From an optimization exercise on the open Yosys and OpenROAD flow, aimed at a short achievable clock period and few clock cycles; shortcuts taken in it are not production practice. In this exercise RTL edits were held to simulation tests only and were not proved equivalent to the original. Power is estimated from default activity; no workload was simulated.

==> run a: inputs <==
==> flow/design.v (excerpt) <==
module lc2k_core (
    input  wire        clk,
    input  wire        rst,           
    output wire [15:0] imem_addr,
    input  wire [31:0] imem_rdata,
    output wire [15:0] dmem_addr,
    input  wire [31:0] dmem_rdata,
    output wire        dmem_we,
    output wire [31:0] dmem_wdata,
    output wire        halted
);
export LEC_CHECK = 0
export ABC_CLOCK_PERIOD_IN_PS = 2500
export CAP_MARGIN = 20
export CORE_MARGIN = 2
export CORE_UTILIZATION = 40
export PLACE_DENSITY = 0.6
export SETUP_SLACK_MARGIN = 3.0
export SLEW_MARGIN = 20
export TNS_END_PERCENT = 100
create_clock -name core_clock -period 6.0 [get_ports {clk}]
run.sh (not shown) runs the stock make flow with config.mk's settings and CLKGATE_MAP_FILE= SYNTH_SCRIPT=/design/flow/synth_recipe.tcl, a recipe that flattens the netlist after the stock synthesis.
==> run b: changes against run a <==
--- a/flow/design.v
+++ b/flow/design.v
@@ -46,19 +46,16 @@
     reg [31:0] e_a, e_b, e_sd;
     reg [15:0] e_tgt;                    
     reg        s_ab, s_mb, s_am, s_lb, s_al, s_mm, s_ll, s_nor;
     reg        n_ma, n_la, n_mb, n_lb;   
     reg        e_fsa, e_fsl;             
     reg [31:0] e_sva, e_svb;             
     reg        e_sfam, e_sfal, e_sfbm, e_sfbl;
     reg        e_swa, e_swb;             
-    reg        e_early_b, e_early_s;     
-    reg        e_k_none, e_k_add, e_k_nor;
-    reg [31:0] e_x;                      
     reg        m_nor, m_lw, m_sw, m_wr, m_beq, m_sc;
     reg [2:0]  m_rd;
     reg [15:0] m_lo;                     
     reg        m_c16;                    
     reg [15:0] m_ahi, m_bhi;             
     reg        m_eqlo;                   
     reg [31:0] m_sd;
     reg [31:0] m_sx, m_sy;               
@@ -166,98 +163,75 @@
                   (s_am && a_lo == p_lo) ||
                   (s_lb && l_lo == b_lo) ||
                   (s_al && a_lo == l_lo);
     wire [31:0] e_fa_v = n_ma ? m_alu : n_la ? ld : e_a;
     wire [31:0] e_fb_v = n_mb ? m_alu : n_lb ? ld : e_b;
     wire [31:0] e_sdata = e_fsl ? ld : (e_fsa ? m_alu : e_sd);
     wire [31:0] e_sa = e_sfam ? m_alu : e_sfal ? ld : e_sva;
     wire [31:0] e_sb = e_sfbm ? m_alu : e_sfbl ? ld : e_svb;
-    wire [31:0] q_s   = e_a ^ e_b ^ e_x;
-    wire [31:0] q_c   = (e_a & e_b) | ((e_a ^ e_b) & q_s);
-    wire        q_add = (q_s == {q_c[30:0], 1'b0});
-    wire e_taken = (e_early_s && ((e_k_none && e_sva == e_svb) ||
-                                  (e_k_add && q_add) ||
-                                  (e_k_nor && ~(e_a | e_b) == e_x))) ||
-                   (e_early_b && e_a == e_b);
     assign dmem_addr  = m_lo;
     assign dmem_wdata = m_sd;
     assign dmem_we    = m_sw;
     wire m_eqhi = (m_ahi == m_bhi);
     wire [15:0] k_s   = m_ahi ^ m_bhi ^ m_sx[31:16];
     wire [15:0] k_c   = (m_ahi & m_bhi) | ((m_ahi ^ m_bhi) & k_s);
     wire        k_add = (k_s == {k_c[14:0], m_c16});
     wire m_seq = (m_k_none && m_sx == m_sy) ||
                  (m_k_add  && m_lo == m_sx[15:0] && k_add) ||
                  (m_k_nor  && m_lo == m_sx[15:0] && ~(m_ahi | m_bhi) == m_sx[31:16]) ||
                  (m_k_lw   && ld == m_sx);
     wire m_taken = (m_sc && m_seq) || (m_beq && m_eqlo && m_eqhi);
-    wire e_redir = e_taken && !m_taken;
-    wire flush_d = m_taken || e_taken;    
     integer i;
     always @(posedge clk) begin
         if (rst) begin
             for (i = 0; i < 8; i = i + 1)
                 regs[i] <= 32'd0;
             pc        <= 16'd0;
             last_seq  <= 1'b0;
             last_ext  <= 1'b0;
             t_v       <= {NT{1'b0}};
             t_ptr     <= {NB{1'b0}};
             w_new     <= 1'b0;
             w_grow    <= 1'b0;
             d_valid   <= 1'b0;
             d_sc      <= 1'b0;
             e_lw <= 1'b0; e_sw <= 1'b0; e_beq <= 1'b0; e_halt <= 1'b0; e_wr <= 1'b0;
             e_sc      <= 1'b0;
-            e_early_s <= 1'b0;
-            e_early_b <= 1'b0;
             m_lw <= 1'b0; m_sw <= 1'b0; m_wr <= 1'b0; m_beq <= 1'b0;
             m_sc      <= 1'b0;
             halt_r    <= 1'b0;
         end else begin
             if (m_wr)
                 regs[m_rd] <= m_res;
             m_lw    <= e_lw;
             m_sw    <= e_sw && !m_taken && !halt_r;
             m_wr    <= e_wr && !m_taken;
-            m_beq   <= e_beq && !e_early_b && !m_taken;
-            m_sc    <= e_sc && !e_early_s && !m_taken;
+            m_beq   <= e_beq && !m_taken;
+            m_sc    <= e_sc && !m_taken;
             halt_r  <= halt_r || (e_halt && !m_taken);
-            if (flush_d) begin
+            if (m_taken) begin
                 e_lw <= 1'b0; e_sw <= 1'b0; e_beq <= 1'b0; e_halt <= 1'b0; e_wr <= 1'b0;
                 e_sc <= 1'b0;
-                e_early_s <= 1'b0;
-                e_early_b <= 1'b0;
             end else begin
                 e_lw <= d_lw; e_sw <= d_sw; e_beq <= d_beq; e_halt <= d_hlt; e_wr <= d_wr;
                 e_sc <= d_sc;
-                e_early_s <= d_sc && !(e_wr && (e_rd == d_sca || e_rd == d_scb)) &&
-                             !((d_wr && (d_rd == d_sca || d_rd == d_scb)) &&
-                               (d_lw || fa || fb));
-                e_early_b <= d_beq && !fa && !fb;
             end
             w_new  <= new_e;
             w_grow <= grow;
             if (new_e)
                 t_ptr <= (t_ptr == NT - 1) ? {NB{1'b0}} : t_ptr + 1'b1;
             if (w_new)
                 t_v <= t_v | w_sel;
             if (m_taken) begin
                 d_valid   <= 1'b0;
                 d_sc      <= 1'b0;
                 pc        <= m_tgt;
                 last_seq  <= 1'b0;
                 last_ext  <= 1'b0;
-            end else if (e_taken) begin
-                d_valid   <= 1'b0;
-                d_sc      <= 1'b0;
-                pc        <= e_tgt;
-                last_seq  <= 1'b0;
-                last_ext  <= 1'b0;
             end else if (h_hit) begin
                 d_valid   <= !f_nop;
                 d_sc      <= h_c;
                 pc        <= h_nxt;
                 last_seq  <= 1'b0;
                 last_ext  <= h_ext;
             end else begin
                 d_valid   <= !f_nop && !f_beq_same;
@@ -307,20 +281,16 @@
         e_fsl    <= e_wr && e_rd == d_rb &&  e_lw;
         e_sva    <= d_sva;
         e_svb    <= d_svb;
         e_sfam   <= e_wr && e_rd == d_sca && !e_lw;
         e_sfal   <= e_wr && e_rd == d_sca &&  e_lw;
         e_sfbm   <= e_wr && e_rd == d_scb && !e_lw;
         e_sfbl   <= e_wr && e_rd == d_scb &&  e_lw;
         e_swa    <= d_wr && d_rd == d_sca;
-        e_k_none <= !(d_wr && (d_rd == d_sca || d_rd == d_scb));
-        e_k_add  <= d_add && (d_rd == d_sca || d_rd == d_scb);
-        e_k_nor  <= d_nor && (d_rd == d_sca || d_rd == d_scb);
-        e_x      <= (d_wr && d_rd == d_sca) ? d_svb : d_sva;
         e_swb    <= d_wr && d_rd == d_scb;
         d_instr  <= imem_rdata;
         d_pc1    <= pc1;
         d_sca    <= h_ca;
         d_scb    <= h_cb;
         d_sctgt  <= h_ctgt;
         last_pc  <= pc;
         last_ok  <= !f_isbeq && !f_ishalt;
--- a/flow/config.mk
+++ b/flow/config.mk
@@ -5,11 +5,11 @@
 export SDC_FILE = /design/flow/constraint.sdc
 export NUM_CORES = 4
 export LEC_CHECK = 0
 export ABC_CLOCK_PERIOD_IN_PS = 2500
 export CAP_MARGIN = 20
 export CORE_MARGIN = 2
 export CORE_UTILIZATION = 40
 export PLACE_DENSITY = 0.6
-export SETUP_SLACK_MARGIN = 3.0
+export SETUP_SLACK_MARGIN = 3.5
 export SLEW_MARGIN = 20
 export TNS_END_PERCENT = 100
==> qor summary <==
metric                                                                                       run a                    run b
Die width                                                                              409 microns              401 microns
1st-pass router iterations                                                                       7                        6
Run status                                                                 complete, no violations  complete, no violations
Part of the power in the clock network                                                       0.392                    0.376
Post-detailed-route via-to-cell ratio                                                         5.84                     6.00
Multi-input logic portion of the cell area                                                   0.407                    0.404
Total core area                                                                       163000 sq um             156000 sq um
Flip-flop and latch count                                                                     1319                     1282
Non-clock buffering overhead in the final layout                                            0.0494                   0.0874
Wirelength, routed                                                                  230000 microns           234000 microns
Amount of wire on met3 after detailed routing                                        17800 microns            20200 microns
Register-to-Register Path Depth                                                                 11                       10
Area share of the largest cell type after synthesis                                          0.327                    0.341
Total global routing track utilization                                                       0.269                    0.280
Mux contribution to synthesized area                                                         0.149                    0.154
Final core area utilization                                                                  0.480                    0.515
Portion of the clock cycle consumed by the worst path in the final layout                    0.517                    0.509
Layout clock buffer count                                                                      203                      200
Least-Margin Pin Slew                                                                      1.15 ns                  1.08 ns
Final-stage net count                                                                         6053                     5923
Worst-case setup slack after placement                                                     1.31 ns                 0.980 ns
Testbench counts of run a, summed over its fixed seeds: cycles 44,105.
Testbench counts of run b, summed over its fixed seeds: cycles 44,572.

---

==> inputs of job 4177 <==
Another version of the RTL of lc2k_core (not shown whole).
Settings: LEC_CHECK=0, ABC_CLOCK_PERIOD_IN_PS=2500, CAP_MARGIN=20, CORE_MARGIN=2, CORE_UTILIZATION=55, PLACE_DENSITY=0.7, SETUP_SLACK_MARGIN=3.5, SLEW_MARGIN=20, TNS_END_PERCENT=100; clock period 6.0 ns.
==> job 6792 (differences from job 4177) <==
--- a/flow/design.v
+++ b/flow/design.v
@@ -4,18 +4,18 @@
     output wire [15:0] imem_addr,
     input  wire [31:0] imem_rdata,
     output wire [15:0] dmem_addr,
     input  wire [31:0] dmem_rdata,
     output wire        dmem_we,
     output wire [31:0] dmem_wdata,
     output wire        halted
 );
-    localparam integer NT = 8;        
-    localparam integer NB = 3;        
+    localparam integer NT = 9;        
+    localparam integer NB = 4;        
     reg [31:0] regs [0:7];
     reg [15:0] pc;
     reg [15:0] last_pc;               
     reg        last_seq;              
     reg        last_ext;              
     reg [NT-1:0] last_hit;
     reg        last_cfree;            
     reg        last_okc;              
@@ -66,16 +66,17 @@
     reg [15:0] e_tgt;                    
     reg        s_ab, s_mb, s_am, s_lb, s_al, s_mm, s_ll, s_nor;
     reg        s_ld;                     
     reg        n_ma, n_la, n_mb, n_lb;   
     reg        e_fsa, e_fsl;             
     reg [31:0] e_sva, e_svb;             
     reg        e_sfam, e_sfal, e_sfbm, e_sfbl;
     reg        e_swa, e_swb;             
+    reg        e_xe;                     
     reg        e_early;                  
     reg [31:0] e_z;                      
     reg        e_so, e_snor;             
     reg [2:0]  e_srd;
     reg        x_a, x_b, x_sd, x_sa, x_sb;
     reg        m_nor, m_lw, m_sw, m_wr, m_beq, m_sc;
     reg [2:0]  m_rd;
     reg [15:0] m_lo;                     
@@ -242,16 +243,21 @@
     wire [31:0] d_z    = !d_sc ? z_word :
                          z_wa ? (d_instr[22] ? z_nora : z_adda) :
                          z_wb ? (d_instr[22] ? z_norb : z_addb) : z_none;
     wire        d_early_s = d_sc && !busy(d_sca) && !busy(d_scb) &&
                             (!(d_swa || d_swb) ||
                              ((d_add || d_nor) && !busy(d_ra) && !busy(d_rb)));
     wire        d_early_b = d_beq && !busy(d_ra) && !busy(d_rb);
     wire        d_early   = d_early_s || d_early_b;
+    function busy_m(input [2:0] r);
+        busy_m = (e_wr && e_rd == r) || (m_wr && m_rd == r);
+    endfunction
+    wire        d_xe = d_beq && !busy_m(d_ra) && !busy_m(d_rb) &&
+                       e_so && (e_srd == d_ra || e_srd == d_rb);
     wire [15:0] a_lo = e_a[15:0];
     wire [15:0] b_lo = e_b[15:0];
     wire [15:0] p_lo = m_lo;              
     wire [15:0] l_lo = ld[15:0];          
     wire [16:0] sum_ab = a_lo + b_lo;
     wire [16:0] sum_mb = p_lo + b_lo;
     wire [16:0] sum_am = a_lo + p_lo;
     wire [16:0] sum_lb = l_lo + b_lo;
@@ -273,17 +279,17 @@
     wire [31:0] e_ax   = {x_a ? m_sres[31:16] : e_a[31:16], e_a[15:0]};
     wire [31:0] e_bx   = {x_b ? m_sres[31:16] : e_b[31:16], e_b[15:0]};
     wire [31:0] e_fa_v = n_ma ? m_alu : n_la ? ld : e_ax;
     wire [31:0] e_fb_v = n_mb ? m_alu : n_lb ? ld : e_bx;
     wire [31:0] e_sdata = e_fsl ? ld : e_fsa ? m_alu :
                           {x_sd ? m_sres[31:16] : e_sd[31:16], e_sd[15:0]};
     wire [31:0] e_sa = e_sfam ? m_alu : e_sfal ? ld : e_soa;
     wire [31:0] e_sb = e_sfbm ? m_alu : e_sfbl ? ld : e_sob;
-    wire e_taken = e_early && (e_z == 32'd0);
+    wire e_taken = (e_early && (e_z == 32'd0)) || (e_xe && e_ax == e_bx);
     assign dmem_addr  = m_lo;
     assign dmem_wdata = m_sd;
     assign dmem_we    = m_sw;
     wire m_eqhi = (m_ahi == m_bhi);
     wire [15:0] k_s   = m_ahi ^ m_bhi ^ m_sx[31:16];
     wire [15:0] k_c   = (m_ahi & m_bhi) | ((m_ahi ^ m_bhi) & k_s);
     wire        k_add = (k_s == {k_c[14:0], m_c16});
     wire m_seq = (m_k_none && m_sx == m_sy) ||
@@ -309,41 +315,44 @@
             d_valid   <= 1'b0;
             d_sc      <= 1'b0;
             d_so      <= 1'b0;
             e_so      <= 1'b0;
             m_so      <= 1'b0;
             e_lw <= 1'b0; e_sw <= 1'b0; e_beq <= 1'b0; e_halt <= 1'b0; e_wr <= 1'b0;
             e_sc      <= 1'b0;
             e_early   <= 1'b0;
+            e_xe      <= 1'b0;
             m_lw <= 1'b0; m_sw <= 1'b0; m_wr <= 1'b0; m_beq <= 1'b0;
             m_sc      <= 1'b0;
             halt_r    <= 1'b0;
         end else begin
             if (m_wr)
                 regs[m_rd] <= m_res;
             if (m_so)
                 regs[m_srd] <= m_sres;
             m_lw    <= e_lw;
             m_sw    <= e_sw && !m_taken && !halt_r;
             m_wr    <= e_wr && !m_taken;
-            m_beq   <= e_beq && !e_early && !m_taken;
+            m_beq   <= e_beq && !e_early && !e_xe && !m_taken;
             m_sc    <= e_sc && !e_early && !m_taken;
             m_so    <= e_so && !m_taken;
             halt_r  <= halt_r || (e_halt && !m_taken);
             if (flush_d || d_hold) begin
                 e_lw <= 1'b0; e_sw <= 1'b0; e_beq <= 1'b0; e_halt <= 1'b0; e_wr <= 1'b0;
                 e_sc <= 1'b0;
                 e_so <= 1'b0;
                 e_early <= 1'b0;
+                e_xe    <= 1'b0;
             end else begin
                 e_lw <= d_lw; e_sw <= d_sw; e_beq <= d_beq; e_halt <= d_hlt; e_wr <= d_wr;
                 e_sc <= d_sc;
                 e_so <= d_so;
                 e_early <= d_early;
+                e_xe    <= d_xe;
             end
             w_new  <= new_e;
             w_grow <= grow;
             if (new_e)
                 t_ptr <= (t_ptr == NT - 1) ? {NB{1'b0}} : t_ptr + 1'b1;
             if (w_new)
                 t_v <= t_v | w_sel;
             if (m_taken) begin
==> flow/config.mk (replaced) <==
export PLATFORM = sky130hd
export DESIGN_NAME = lc2k_core
export DESIGN_NICKNAME = lc2k_core
export VERILOG_FILES = /design/flow/design.v
export SDC_FILE = /design/flow/constraint.sdc
export NUM_CORES = 4
export LEC_CHECK = 0
export ABC_CLOCK_PERIOD_IN_PS = 2500
export CAP_MARGIN = 20
export CORE_MARGIN = 2
export CORE_UTILIZATION = 30
export PLACE_DENSITY = 0.5
export SETUP_SLACK_MARGIN = 3.5
export SLEW_MARGIN = 20
export TNS_END_PERCENT = 100
==> job 5764 (differences from job 4177) <==
--- a/flow/design.v
+++ b/flow/design.v
@@ -66,16 +66,17 @@
     reg [15:0] e_tgt;                    
     reg        s_ab, s_mb, s_am, s_lb, s_al, s_mm, s_ll, s_nor;
     reg        s_ld;                     
     reg        n_ma, n_la, n_mb, n_lb;   
     reg        e_fsa, e_fsl;             
     reg [31:0] e_sva, e_svb;             
     reg        e_sfam, e_sfal, e_sfbm, e_sfbl;
     reg        e_swa, e_swb;             
+    reg        e_xe;                     
     reg        e_early;                  
     reg [31:0] e_z;                      
     reg        e_so, e_snor;             
     reg [2:0]  e_srd;
     reg        x_a, x_b, x_sd, x_sa, x_sb;
     reg        m_nor, m_lw, m_sw, m_wr, m_beq, m_sc;
     reg [2:0]  m_rd;
     reg [15:0] m_lo;                     
@@ -242,16 +243,21 @@
     wire [31:0] d_z    = !d_sc ? z_word :
                          z_wa ? (d_instr[22] ? z_nora : z_adda) :
                          z_wb ? (d_instr[22] ? z_norb : z_addb) : z_none;
     wire        d_early_s = d_sc && !busy(d_sca) && !busy(d_scb) &&
                             (!(d_swa || d_swb) ||
                              ((d_add || d_nor) && !busy(d_ra) && !busy(d_rb)));
     wire        d_early_b = d_beq && !busy(d_ra) && !busy(d_rb);
     wire        d_early   = d_early_s || d_early_b;
+    function busy_m(input [2:0] r);
+        busy_m = (e_wr && e_rd == r) || (m_wr && m_rd == r);
+    endfunction
+    wire        d_xe = d_beq && !busy_m(d_ra) && !busy_m(d_rb) &&
+                       e_so && (e_srd == d_ra || e_srd == d_rb);
     wire [15:0] a_lo = e_a[15:0];
     wire [15:0] b_lo = e_b[15:0];
     wire [15:0] p_lo = m_lo;              
     wire [15:0] l_lo = ld[15:0];          
     wire [16:0] sum_ab = a_lo + b_lo;
     wire [16:0] sum_mb = p_lo + b_lo;
     wire [16:0] sum_am = a_lo + p_lo;
     wire [16:0] sum_lb = l_lo + b_lo;
@@ -273,17 +279,17 @@
     wire [31:0] e_ax   = {x_a ? m_sres[31:16] : e_a[31:16], e_a[15:0]};
     wire [31:0] e_bx   = {x_b ? m_sres[31:16] : e_b[31:16], e_b[15:0]};
     wire [31:0] e_fa_v = n_ma ? m_alu : n_la ? ld : e_ax;
     wire [31:0] e_fb_v = n_mb ? m_alu : n_lb ? ld : e_bx;
     wire [31:0] e_sdata = e_fsl ? ld : e_fsa ? m_alu :
                           {x_sd ? m_sres[31:16] : e_sd[31:16], e_sd[15:0]};
     wire [31:0] e_sa = e_sfam ? m_alu : e_sfal ? ld : e_soa;
     wire [31:0] e_sb = e_sfbm ? m_alu : e_sfbl ? ld : e_sob;
-    wire e_taken = e_early && (e_z == 32'd0);
+    wire e_taken = (e_early && (e_z == 32'd0)) || (e_xe && e_ax == e_bx);
     assign dmem_addr  = m_lo;
     assign dmem_wdata = m_sd;
     assign dmem_we    = m_sw;
     wire m_eqhi = (m_ahi == m_bhi);
     wire [15:0] k_s   = m_ahi ^ m_bhi ^ m_sx[31:16];
     wire [15:0] k_c   = (m_ahi & m_bhi) | ((m_ahi ^ m_bhi) & k_s);
     wire        k_add = (k_s == {k_c[14:0], m_c16});
     wire m_seq = (m_k_none && m_sx == m_sy) ||
@@ -309,41 +315,44 @@
             d_valid   <= 1'b0;
             d_sc      <= 1'b0;
             d_so      <= 1'b0;
             e_so      <= 1'b0;
             m_so      <= 1'b0;
             e_lw <= 1'b0; e_sw <= 1'b0; e_beq <= 1'b0; e_halt <= 1'b0; e_wr <= 1'b0;
             e_sc      <= 1'b0;
             e_early   <= 1'b0;
+            e_xe      <= 1'b0;
             m_lw <= 1'b0; m_sw <= 1'b0; m_wr <= 1'b0; m_beq <= 1'b0;
             m_sc      <= 1'b0;
             halt_r    <= 1'b0;
         end else begin
             if (m_wr)
                 regs[m_rd] <= m_res;
             if (m_so)
                 regs[m_srd] <= m_sres;
             m_lw    <= e_lw;
             m_sw    <= e_sw && !m_taken && !halt_r;
             m_wr    <= e_wr && !m_taken;
-            m_beq   <= e_beq && !e_early && !m_taken;
+            m_beq   <= e_beq && !e_early && !e_xe && !m_taken;
             m_sc    <= e_sc && !e_early && !m_taken;
             m_so    <= e_so && !m_taken;
             halt_r  <= halt_r || (e_halt && !m_taken);
             if (flush_d || d_hold) begin
                 e_lw <= 1'b0; e_sw <= 1'b0; e_beq <= 1'b0; e_halt <= 1'b0; e_wr <= 1'b0;
                 e_sc <= 1'b0;
                 e_so <= 1'b0;
                 e_early <= 1'b0;
+                e_xe    <= 1'b0;
             end else begin
                 e_lw <= d_lw; e_sw <= d_sw; e_beq <= d_beq; e_halt <= d_hlt; e_wr <= d_wr;
                 e_sc <= d_sc;
                 e_so <= d_so;
                 e_early <= d_early;
+                e_xe    <= d_xe;
             end
             w_new  <= new_e;
             w_grow <= grow;
             if (new_e)
                 t_ptr <= (t_ptr == NT - 1) ? {NB{1'b0}} : t_ptr + 1'b1;
             if (w_new)
                 t_v <= t_v | w_sel;
             if (m_taken) begin
==> flow/config.mk (replaced) <==
export PLATFORM = sky130hd
export DESIGN_NAME = lc2k_core
export DESIGN_NICKNAME = lc2k_core
export VERILOG_FILES = /design/flow/design.v
export SDC_FILE = /design/flow/constraint.sdc
export NUM_CORES = 4
export LEC_CHECK = 0
export ABC_CLOCK_PERIOD_IN_PS = 2500
export CAP_MARGIN = 20
export CORE_MARGIN = 2
export CORE_UTILIZATION = 35
export PLACE_DENSITY = 0.55
export SETUP_SLACK_MARGIN = 3.5
export SLEW_MARGIN = 20
export TNS_END_PERCENT = 100
==> comparison table <==
Slew at the pin with the worst max-slew slack: job 5764 1.203 ns; job 6792 1.210 ns; job 4177 1.488 ns
Cell with the biggest individual delay on the critical path: job 5764 sky130_fd_sc_hd__fa_1; job 6792 sky130_fd_sc_hd__or4_4; job 4177 sky130_fd_sc_hd__nor3_1
Max_slew headroom: job 5764 0.1918; job 6792 0.1702; job 4177 0.0006393
Grt met1 use: job 5764 0.3416; job 6792 0.3059; job 4177 0.4729
ClkCell Share: job 5764 0.05080; job 6792 0.04931; job 4177 0.05163
Result of the run: job 5764 complete, no violations; job 6792 complete, no violations; job 4177 finished with violations
Reasons for failing layout checks: job 5764 -; job 6792 -; job 4177 capacitance limit
Die boundary width: job 5764 492.8 um; job 6792 540.5 um; job 4177 389.8 um
Number of cells traversed by the worst register-to-register path: job 5764 11; job 6792 12; job 4177 11
Multiplexer share of the synthesized area: job 5764 0.1249; job 6792 0.1234; job 4177 0.1304
Synthesized-area fraction occupied by adder cells: job 5764 0.05695; job 6792 0.05515; job 4177 0.05817
Number of vias in the routed layout: job 5764 69.49k; job 6792 71.36k; job 4177 71.57k
Min-Delay Startpoint: job 5764 last_pc[5]$_DFFE_PN_; job 6792 d_srd[0]$_DFFE_PN_; job 4177 last_pc[3]$_DFFE_PN_
Average cell area after synthesis: job 5764 10.89 um2; job 6792 11.01 um2; job 4177 11.01 um2
Violation count after the first detailed-routing iteration: job 5764 8046; job 6792 7802; job 4177 10.59k
Testbench counts of job 4177, summed over its fixed seeds: cycles 41,330.
Testbench counts of job 6792, summed over its fixed seeds: cycles 40,820.
Testbench counts of job 5764, summed over its fixed seeds: cycles 41,101.

[port drivers added, routing unchanged]
Ports are ideal in the flow. The routed layouts listed here were re-timed in OpenROAD.
Step 1: set_driving_cell puts a clkbuf_16 on clk and a buf_2 on each other input, an assumption about the parent block.
Step 2 times the ports against the registers' clock, not the clock port: input delays grow and output delays shrink by t, the midpoint of the rising clock arrivals with the driver on.
Slacks: ideal / step 1 / step 2; pairs: ideal / step 1.
run | t (ns) | setup slack, ns | worst hold slack (ns) | worst register clock-pin slew, ns
run a | 0.867 | 2.897 / 2.897 / 2.129 | 0.326 / 0.326 / 0.326 | 0.07 / 0.07
run b | 0.860 | 2.944 / 2.984 / 2.124 | 0.326 / 0.326 / 0.326 | 0.06 / 0.06
job 4177 | 0.929 | 2.529 / 2.570 / 1.641 | 0.340 / 0.340 / 0.340 | 0.07 / 0.07
job 6792 | 0.944 | 2.779 / 2.779 / 1.960 | 0.332 / 0.332 / 0.332 | 0.07 / 0.07
job 5764 | 0.907 | 2.763 / 2.763 / 1.969 | 0.330 / 0.330 / 0.330 | 0.07 / 0.07
For job 4177, which loses most, drivers alone change the setup slack by +0.041 ns; drivers and shift together by -0.888 ns.
